This is an optimization exercise on Yosys and OpenROAD, whose aim is small area, a short achievable clock period and few clock cycles, not a production implementation.
Where RTL was checked, it was by simulation tests only, not by an equivalence proof against the original.
For run 1, only the layout was checked, not whether the RTL still works.

==> flow/design.v (outline; a module is shown in full before it is edited, if it fits) <==
// module bn_sin_eval: 468 lines
// module bn_cos_eval: 320 lines
// module bn_now_fold: 168 lines
// module bluenumi_led: 121 lines
module bluenumi_led (
    input  wire        clk,
    input  wire        rst,           
    input  wire        cmd_valid,
    output wire        cmd_ready,
    input  wire [63:0] cmd_word,
    input  wire [31:0] cmd_now,       
    output wire        rsp_valid,
    output wire [3:0]  rsp_status,
    output wire [31:0] led_level      
);
  // ...
==> flow/flow/run.sh <==
#!/bin/bash
# The standard layout (standard.sh), with one change: the buffers that
# buffer_ports puts on every input and output port are sky130_fd_sc_hd__buf_1
# cells instead of the tool's default pick (clkdlybuf4s50_1, a delay cell).
# ORFS's own logs go to orfs/logs; make's output goes to standard.log.
set -euo pipefail
bash standard.sh 'BUFFER_PORTS_ARGS=-buffer_cell sky130_fd_sc_hd__buf_1' finish > standard.log 2>&1
==> flow/standard.sh <==
#!/bin/bash
# synth_recipe.tcl (not shown) runs the flow's synth.tcl, then flattens the netlist and writes it again
# the make line also repeats each setting of config.mk as NAME=value (left out here)
make -C /OpenROAD-flow-scripts/flow DESIGN_CONFIG=/design/flow/config.mk WORK_HOME=/design/flow/orfs CLKGATE_MAP_FILE= SYNTH_SCRIPT=/design/flow/synth_recipe.tcl "${@:-finish}"
==> flow/config.mk <==
export PLATFORM = sky130hd
export DESIGN_NAME = bluenumi_led
export DESIGN_NICKNAME = bluenumi_led
export VERILOG_FILES = /design/flow/design.v
export SDC_FILE = /design/flow/constraint.sdc
export NUM_CORES = 4
export LEC_CHECK = 0
export ABC_AREA = 1
export CAP_MARGIN = 20
export CORE_MARGIN = 2
export CORE_UTILIZATION = 45
export PLACE_DENSITY = 0.6
export SLEW_MARGIN = 20
export SYNTH_MEMORY_MAX_BITS = 131072
==> flow/constraint.sdc <==
create_clock -name core_clock -period 30.0 [get_ports {clk}]
set_input_delay 6.0000 -clock core_clock [delete_from_list [all_inputs] [get_ports {clk}]]
set_output_delay 6.0000 -clock core_clock [all_outputs]
set_load 0.01 [all_outputs]
==> reports/results.ini, run 1 <==
[die]
coreArea_sq_mm = 0.0174
std_cell_rows = 48
die_h_microns = 138
start_util_pct = 46.3

[setup_path]
worst-path-stages = 10
cp-endpoint = rsp_status[1]
timing.rr.end = lvl[3][2]$_SDFF_PP0_
reg2reg_depth = 34
path_class = primary input to output port
crit_required_ns = 24.00
rrSetupSlack_ns = 24.16

[global_routing]
antenna_found_initial = 1
grt_pass1_vias = 8075
grtUsageMet3_pct = 3.75
gr-usage-met2_pct = 45.7
track_usage_pct = 27.9

[synthesis]
synthXorXnorAreaFrac_pct = 2.18
yosys.area_share.simple_pct = 35.7
yosysWarnings = 3
seq_area_frac_synth_pct = 14.8
synthMuxAreaShare_pct = 0.125
netlist.area_leader.share_pct = 16.7

[timing]
whs_ns = 0.482
slew_violations = 0
period_minus_slack_ns = 13.97
finalHoldViolations = 0
fmax_mhz = 71.6

[clocking]
cts.htree.levels = 2
cts_made_buffers = 5
clockBufferDepth = 2
cts_resized = 0
hold_buffers = 0

[finish]
signal_buffers = 143
largestRegisters = lvl: 32 flops, s2_q: 8 flops, a_q: 3 flops
syn_to_final_growth_pct = 10.5
nClkBuffers = 5

[routing]
met1_length_mm = 10.9

[place]
place_inst = 1551
dp_hpwl_mm = 20.7

[run_status]
status = finished clean

==> module bluenumi_led, before the edit <==
module bluenumi_led (
    input  wire        clk,
    input  wire        rst,           
    input  wire        cmd_valid,
    output wire        cmd_ready,
    input  wire [63:0] cmd_word,
    input  wire [31:0] cmd_now,       
    output wire        rsp_valid,
    output wire [3:0]  rsp_status,
    output wire [31:0] led_level      
);
    localparam [7:0] OP_NOP     = 8'h00;
    localparam [7:0] OP_UPDATE  = 8'h40;
    localparam [7:0] OP_PAUSE   = 8'h41;
    localparam [7:0] OP_RESUME  = 8'h42;
    localparam [7:0] OP_SET_EN  = 8'h43;
    localparam [7:0] OP_SET_PAT = 8'h44;
    reg        led_en;
    reg        led_paused;
    reg        led_pattern;
    reg  [7:0] lvl [0:3];
    reg        busy;         
    reg        phase;        
    reg        upd_q;        
    reg        rnz_q;        
    reg  [2:0] a_q;          
    reg  [1:0] t_q;          
    reg  [7:0] s2_q;         
    wire [7:0] op     = cmd_word[63:56];
    wire       hi_z   = (cmd_word[55:8] == 48'd0);
    wire       mid_z  = (cmd_word[7:1] == 7'd0);
    wire       b0     = cmd_word[0];
    wire is_nop   = (op == OP_NOP);
    wire is_upd   = (op == OP_UPDATE);
    wire is_pause = (op == OP_PAUSE);
    wire is_res   = (op == OP_RESUME);
    wire is_en    = (op == OP_SET_EN);
    wire is_pat   = (op == OP_SET_PAT);
    wire op_ok = is_nop | is_upd | is_pause | is_res | is_en | is_pat;
    wire rnz   = ((is_nop | is_upd | is_pause | is_res) & ~(hi_z & mid_z & ~b0)) |
                 (is_en & ~(hi_z & mid_z)) |
                 (is_pat & ~hi_z);
    wire bad   = is_pat & ~mid_z;
    wire [3:0] status = ~op_ok ? 4'd1 : rnz ? 4'd2 : bad ? 4'd6 : 4'd0;
    wire       ok     = op_ok & ~rnz & ~bad;
    wire accept   = cmd_valid & ~busy;
    wire live_upd = is_upd & led_en & ~led_paused;
    wire two_cyc  = live_upd | (is_en & ~b0);
    wire last     = busy & (~upd_q | ~led_pattern | phase);
    assign cmd_ready  = ~busy;
    assign rsp_valid  = ~rst & (last | (cmd_valid & ~busy & ~two_cyc));
    assign rsp_status = busy ? {2'b00, rnz_q, 1'b0} : status;
    wire [29:0] A = cmd_now[31:2];
    wire [7:0]  S2;
    bn_now_fold u_fold (.A(A), .S2(S2));
    wire [6:0] m_q = (s2_q >= 8'd125) ? s2_q[6:0] - 7'd125 : s2_q[6:0];
    wire [8:0] v_q = {m_q, t_q};
    wire [8:0] w_q = 9'd500 - v_q;
    wire [2:0] dj  = a_q - v_q[4:2];
    wire [2:0] j_q = {dj[2] ^ dj[0], dj[1:0]};
    wire neg0 = j_q[2] ^ (j_q[1:0] != 2'd0);
    wire neg1 = j_q[2] ^ j_q[1];
    wire neg2 = j_q[2] ^ (j_q[1:0] == 2'd3);
    wire neg3 = j_q[2];
    wire xw = led_pattern ? phase : j_q[0];
    wire [8:0] x = xw ? w_q : v_q;
    wire [7:0] s_q, c_q;
    bn_sin_eval u_sin (.neg(xw ? neg3 : neg0), .x(x), .q(s_q));
    bn_cos_eval u_cos (.neg(xw ? neg1 : neg2), .x(x), .q(c_q));
    wire       eval  = busy & upd_q;
    wire [1:0] r_ch  [0:3];
    wire [3:0] wr_ch;
    genvar k;
    generate
        for (k = 0; k < 4; k = k + 1) begin : g_ch
            wire [1:0] kk = led_pattern ? k : 2'd0;
            assign r_ch[k]   = j_q[1:0] + kk;
            assign wr_ch[k]  = eval & (~led_pattern | (r_ch[k][0] == phase));
            wire use_c = wr_ch[k] & (r_ch[k][0] ^ r_ch[k][1]);
            wire use_s = wr_ch[k] & ~(r_ch[k][0] ^ r_ch[k][1]);
            assign led_level[8*k +: 8] = ({8{use_c}} & c_q) | ({8{use_s}} & s_q) | ({8{~wr_ch[k]}} & lvl[k]);
        end
    endgenerate
    integer i;
    always @(posedge clk) begin
        if (rst) begin
            led_en      <= 1'b1;
            led_paused  <= 1'b0;
            led_pattern <= 1'b0;
            for (i = 0; i < 4; i = i + 1)
                lvl[i] <= 8'd0;
            busy        <= 1'b0;
            phase       <= 1'b0;
        end else begin
            if (accept) begin
                busy  <= two_cyc;
                phase <= 1'b0;
                upd_q <= live_upd & ok;
                rnz_q <= rnz;
                a_q   <= A[2:0];
                t_q   <= cmd_now[1:0];
                s2_q  <= S2;
            end else if (busy) begin
                busy  <= ~last;
                phase <= 1'b1;
            end
            if (accept & ok) begin
                if (is_pause)
                    led_paused <= 1'b1;
                if (is_res)
                    led_paused <= 1'b0;
                if (is_en)
                    led_en <= b0;
                if (is_pat)
                    led_pattern <= b0;
            end
            for (i = 0; i < 4; i = i + 1)
                lvl[i] <= (accept & ok & is_en & ~b0) ? 8'd0 : led_level[8*i +: 8];
        end
    end
endmodule
==> run 2, diff against run 1 <==
--- a/flow/design.v
+++ b/flow/design.v
@@ -979,5 +979,4 @@
     reg        phase;        
     reg        upd_q;        
-    reg        rnz_q;        
     reg  [2:0] a_q;          
     reg  [1:0] t_q;          
@@ -1002,9 +1001,9 @@
     wire accept   = cmd_valid & ~busy;
     wire live_upd = is_upd & led_en & ~led_paused;
-    wire two_cyc  = live_upd | (is_en & ~b0);
+    wire two_cyc  = ~rnz & (live_upd | (is_en & ~b0));
     wire last     = busy & (~upd_q | ~led_pattern | phase);
     assign cmd_ready  = ~busy;
     assign rsp_valid  = ~rst & (last | (cmd_valid & ~busy & ~two_cyc));
-    assign rsp_status = busy ? {2'b00, rnz_q, 1'b0} : status;
+    assign rsp_status = busy ? 4'd0 : status;
     wire [29:0] A = cmd_now[31:2];
     wire [7:0]  S2;
@@ -1026,4 +1025,5 @@
     wire       eval  = busy & upd_q;
     wire [1:0] r_ch  [0:3];
+    wire [7:0] new_ch [0:3];
     wire [3:0] wr_ch;
     genvar k;
@@ -1032,8 +1032,7 @@
             wire [1:0] kk = led_pattern ? k : 2'd0;
             assign r_ch[k]   = j_q[1:0] + kk;
+            assign new_ch[k] = (r_ch[k][0] ^ r_ch[k][1]) ? c_q : s_q;
             assign wr_ch[k]  = eval & (~led_pattern | (r_ch[k][0] == phase));
-            wire use_c = wr_ch[k] & (r_ch[k][0] ^ r_ch[k][1]);
-            wire use_s = wr_ch[k] & ~(r_ch[k][0] ^ r_ch[k][1]);
-            assign led_level[8*k +: 8] = ({8{use_c}} & c_q) | ({8{use_s}} & s_q) | ({8{~wr_ch[k]}} & lvl[k]);
+            assign led_level[8*k +: 8] = wr_ch[k] ? new_ch[k] : lvl[k];
         end
     endgenerate
@@ -1053,5 +1052,4 @@
                 phase <= 1'b0;
                 upd_q <= live_upd & ok;
-                rnz_q <= rnz;
                 a_q   <= A[2:0];
                 t_q   <= cmd_now[1:0];
==> run 2 against run 1 <==
Against the previous run: clock skew down 0.0058 ns; synthesized cell count down 0.66%; cell count down 0.51%; sequential share of layout area down 0.36 points; worst setup slack better by 0.11 ns; wire length down 1.7%; core utilization up 0.079 points; first-iteration DRC count down 6.6%; area after synthesis about the same; critical endpoint is now rsp_status[2]; highest routed layer unchanged.
==> reports/results.ini, run 2 <==
[run_status]
status = finished clean  ; unchanged

[timing]
fin_skew_ns = 0.00979  ; was 0.0156 ns
fmax_mhz = 72.2  ; was 71.6 MHz
rsz0062_at_grt = no  ; unchanged
period_minus_slack_ns = 13.86  ; was 13.97 ns
min_period_over_period_pct = 46.2  ; was 46.6%
finalHoldViolations = 0  ; unchanged
setup_viol = 0  ; unchanged
tightest_slew_ns = 0.906  ; was 0.991 ns
slew_violations = 0  ; unchanged
slew_headroom_pct = 39.4  ; was 33.7%
finalSetupTns_ns = 0  ; unchanged

[die]
pin_count = 137  ; unchanged
dieArea_sq_mm = 0.0190  ; was 0.0189 sq mm
coreArea_sq_mm = 0.0174  ; unchanged
die_h_microns = 138  ; about the same
std_cell_rows = 48  ; unchanged
start_util_pct = 46.3  ; about the same
die_w_microns = 138  ; about the same

[setup_path]
critPathLaunch = cmd_word[39]  ; was cmd_word[3]
crit_fanout = 2  ; was 3
crit_path_start_kind = primary input  ; unchanged
arrival_ns = 7.86  ; was 7.97 ns
r2r_start = s2_q[0]$_DFFE_PP_  ; unchanged
endpoint_kind = output port  ; unchanged
crit_required_ns = 24.00  ; about the same
path_class = primary input to output port  ; unchanged

[routing]
routed_wl_mm = 25.3  ; was 25.8 mm
wl_per_cell_microns = 16.3  ; was 16.5 microns
first_pass_iters = 6  ; was 5
drt_iter0_markers = 858  ; was 919
viasPerCell = 5.41  ; was 5.45
drcViolationCount = 0  ; unchanged
ant_nets = 0  ; unchanged
routed-via-count = 8400  ; was 8,505

[clocking]
hold_buffers = 0  ; unchanged
cts_sinks = 51  ; was 52
post-cts-setup-buffers = 0  ; unchanged
cts_resized = 0  ; unchanged
cts_made_buffers = 5  ; unchanged
clockBufferDepth = 2  ; unchanged
cts_tree = built  ; unchanged
path_clk_slew_ns = 0.08  ; was 0.09 ns
cts.htree.levels = 2  ; unchanged
clock_latency_ns = 0.30  ; was 0.31 ns
clock-root-buffer = clkbuf_16  ; unchanged

[place]
dp_hpwl_mm = 20.7  ; about the same
place_inst = 1543  ; was 1,551
io_buffers = 135  ; unchanged
place_congestion = 0.973  ; was 0.968

[synthesis]
seq_area_frac_synth_pct = 14.4  ; was 14.8%
synth.avg_cell_area_sq_um = 6.67  ; was 6.63 sq um
netlist_top_cells_count = nand2_1, inv_1, nand3_1, a21oi_1, fa_1  ; was nand2_1, inv_1, nand3_1, nor2_1, fa_1
yosysUniqueCellTypes = 64  ; was 65
synth_cells = 1205  ; was 1,213
async_reset_ff_share_pct = 0  ; unchanged
syn-cell-area_sq_mm = 0.00804  ; about the same
synth_most_common_cell = nand2_1  ; unchanged
synth_ff_type = dfxtp_1  ; unchanged
yosysWarnings = 3  ; unchanged
synthTopCellsByArea = fa_1, nand2_1, inv_1  ; unchanged
ys_ff_latch = 51  ; was 52
synth_edf_count = 14  ; was 15
yosysTopAreaCell = fa_1  ; unchanged
synthesis.nets = 1398  ; was 1,404
netlist.area_leader.share_pct = 16.7  ; about the same

[worst_hold_path]
hp-class = register to register  ; unchanged
hold_start = lvl[2][0]$_SDFF_PP0_  ; was led_paused$_SDFFE_PP0P_

[finish]
top_register = lvl  ; unchanged
syn_to_final_growth_pct = 10.6  ; was 10.5%
final_common_cell = nand2_1  ; unchanged
fin_cells = 1552  ; was 1,560
most-common-layout-cells = nand2_1, inv_1, buf_1  ; unchanged
num-nets-final = 1518  ; was 1,524
largestRegisters = lvl: 32 flops, s2_q: 8 flops, a_q: 3 flops  ; unchanged
largest_register_ffs = 32  ; unchanged
fin_util_pct = 51.2  ; about the same
drive_gt1_share_pct = 9.65  ; was 7.80%
nFillCells = 1800  ; was 1,841

[global_routing]
track_usage_pct = 27.7  ; was 27.9%
grt.overflow.total = 0  ; unchanged
grt_max_degree = 33  ; was 31
grt_pass1_vias = 7991  ; was 8,075
antenna_found_initial = 1  ; unchanged
grt_pass1_wl_mm = 41.0  ; about the same

[flow_run]
drv_cap = 0  ; unchanged

[run 2: cell types whose count changed in the layout (fill, tap and decap cells not counted), moves of 7 or more]
cell	change
a21oi_1	+17
a21oi_2	+7
a31oi_1	-8
inv_1	-14
nand2_1	+12
nand2_2	+9
nand3_1	-20
nor2_1	-20
o21ai_0	+11
o21ai_1	-7
[run 2: area by class of cell]
type | instances | area (sq um) | area share, %
Multi-Input combinational cell | 907 | 5920 | 66.5
Sequential cell | 51 | 1160 | 13.1
Antenna cell | 1 | 2.50 | 0.0281
Inverter | 220 | 836 | 9.40
Clock buffer | 5 | 125 | 1.41
Tap cell | 225 | 282 | 3.17
Clock inverter | 3 | 28.8 | 0.324
Timing Repair Buffer | 140 | 544 | 6.12
[run 2: per-stage QoR]
stage | cell area, sq um | worst slack, ns | hold WS, ns
2_1_floorplan | 8040 | 16.63 | 0.438
3_3_place_gp | 8730 | 16.11 | 0.460
3_5_place_dp | 8730 | 16.11 | 0.464
4_1_cts | 8880 | 16.10 | 0.476
5_1_grt | 8890 | 15.88 | 0.493
6_report | 8890 | 16.14 | 0.475
[run 2: final timing paths]
path,cells past startpoint,end,slack (ns)
max,8,rsp_status[2],16.14
min,2,lvl[2][0]$_SDFF_PP0_,0.47
max reg2reg,32,lvl[2][5]$_SDFF_PP0_,24.20
min reg2reg,2,lvl[2][0]$_SDFF_PP0_,0.47
[run 2: logic make-up after synthesis]
| family | share of synthesized area [%] |
|---|---|
| AOI/OAI and AO/OA | 14.3 |
| buffers and inverters | 12.1 |
| other | 0.0466 |
| xor gates and xnor gates | 2.85 |
| adders and majority gates | 20.9 |
| and+or+nand+nor | 35.4 |
| DFF | 14.4 |
[run 2: metal layers]
metal | wire, microns | up-vias | track usage [%]
met5 | 0 | - | 0
met4 | 928 | 0 | 9.86
met3 | 1810 | 59 | 4.27
met2 | 11400 | 364 | 45.1
met1 | 11200 | 3876 | 37.4
li1 | - | 4101 | -
[run 2: critical path, cell delays in order]
cell and delay (ns):
buf_1 0.14, nor4_1 0.36, nand4_1 0.12, or3_1 0.38, o21ai_0 0.22, nand2_1 0.11, nor4_1 0.33, buf_1 0.20
Testbench counts of run 2, summed over its fixed seeds: cycles 37,036.

[separate check: timing with driven ports]
How much do the figures lean on ideal ports? The routed layouts below were timed once more, with nothing changed but the port constraints. Step 1 assumes that a clkbuf_16 drives the clock port and a buf_2 every other input. Step 2, shift: input delay + t, output delay - t, t = (earliest + latest rising clock arrival at the registers) / 2. This alone moves slack from input paths to output paths. a / b / c = ideal / step 1 / step 2; a / b = the first two.
| run | shift t [ns] | setup WS [ns] | worst setup path at the end | clock arrival spread, ns | worst slew at a driven data input, ns |
|---|---|---|---|---|---|
| run 1 | 0.337 | 16.030 / 16.008 / 16.008 | input to output | 0.015 / 0.015 | 0.08 |
| run 2 | 0.337 | 16.140 / 16.120 / 16.120 | input to output | 0.010 / 0.010 | 0.11 |
After both steps every run listed still meets setup and hold. The setup slack of run 1, which loses most, moves by -0.022 ns with the drivers and by -0.022 ns with both steps.
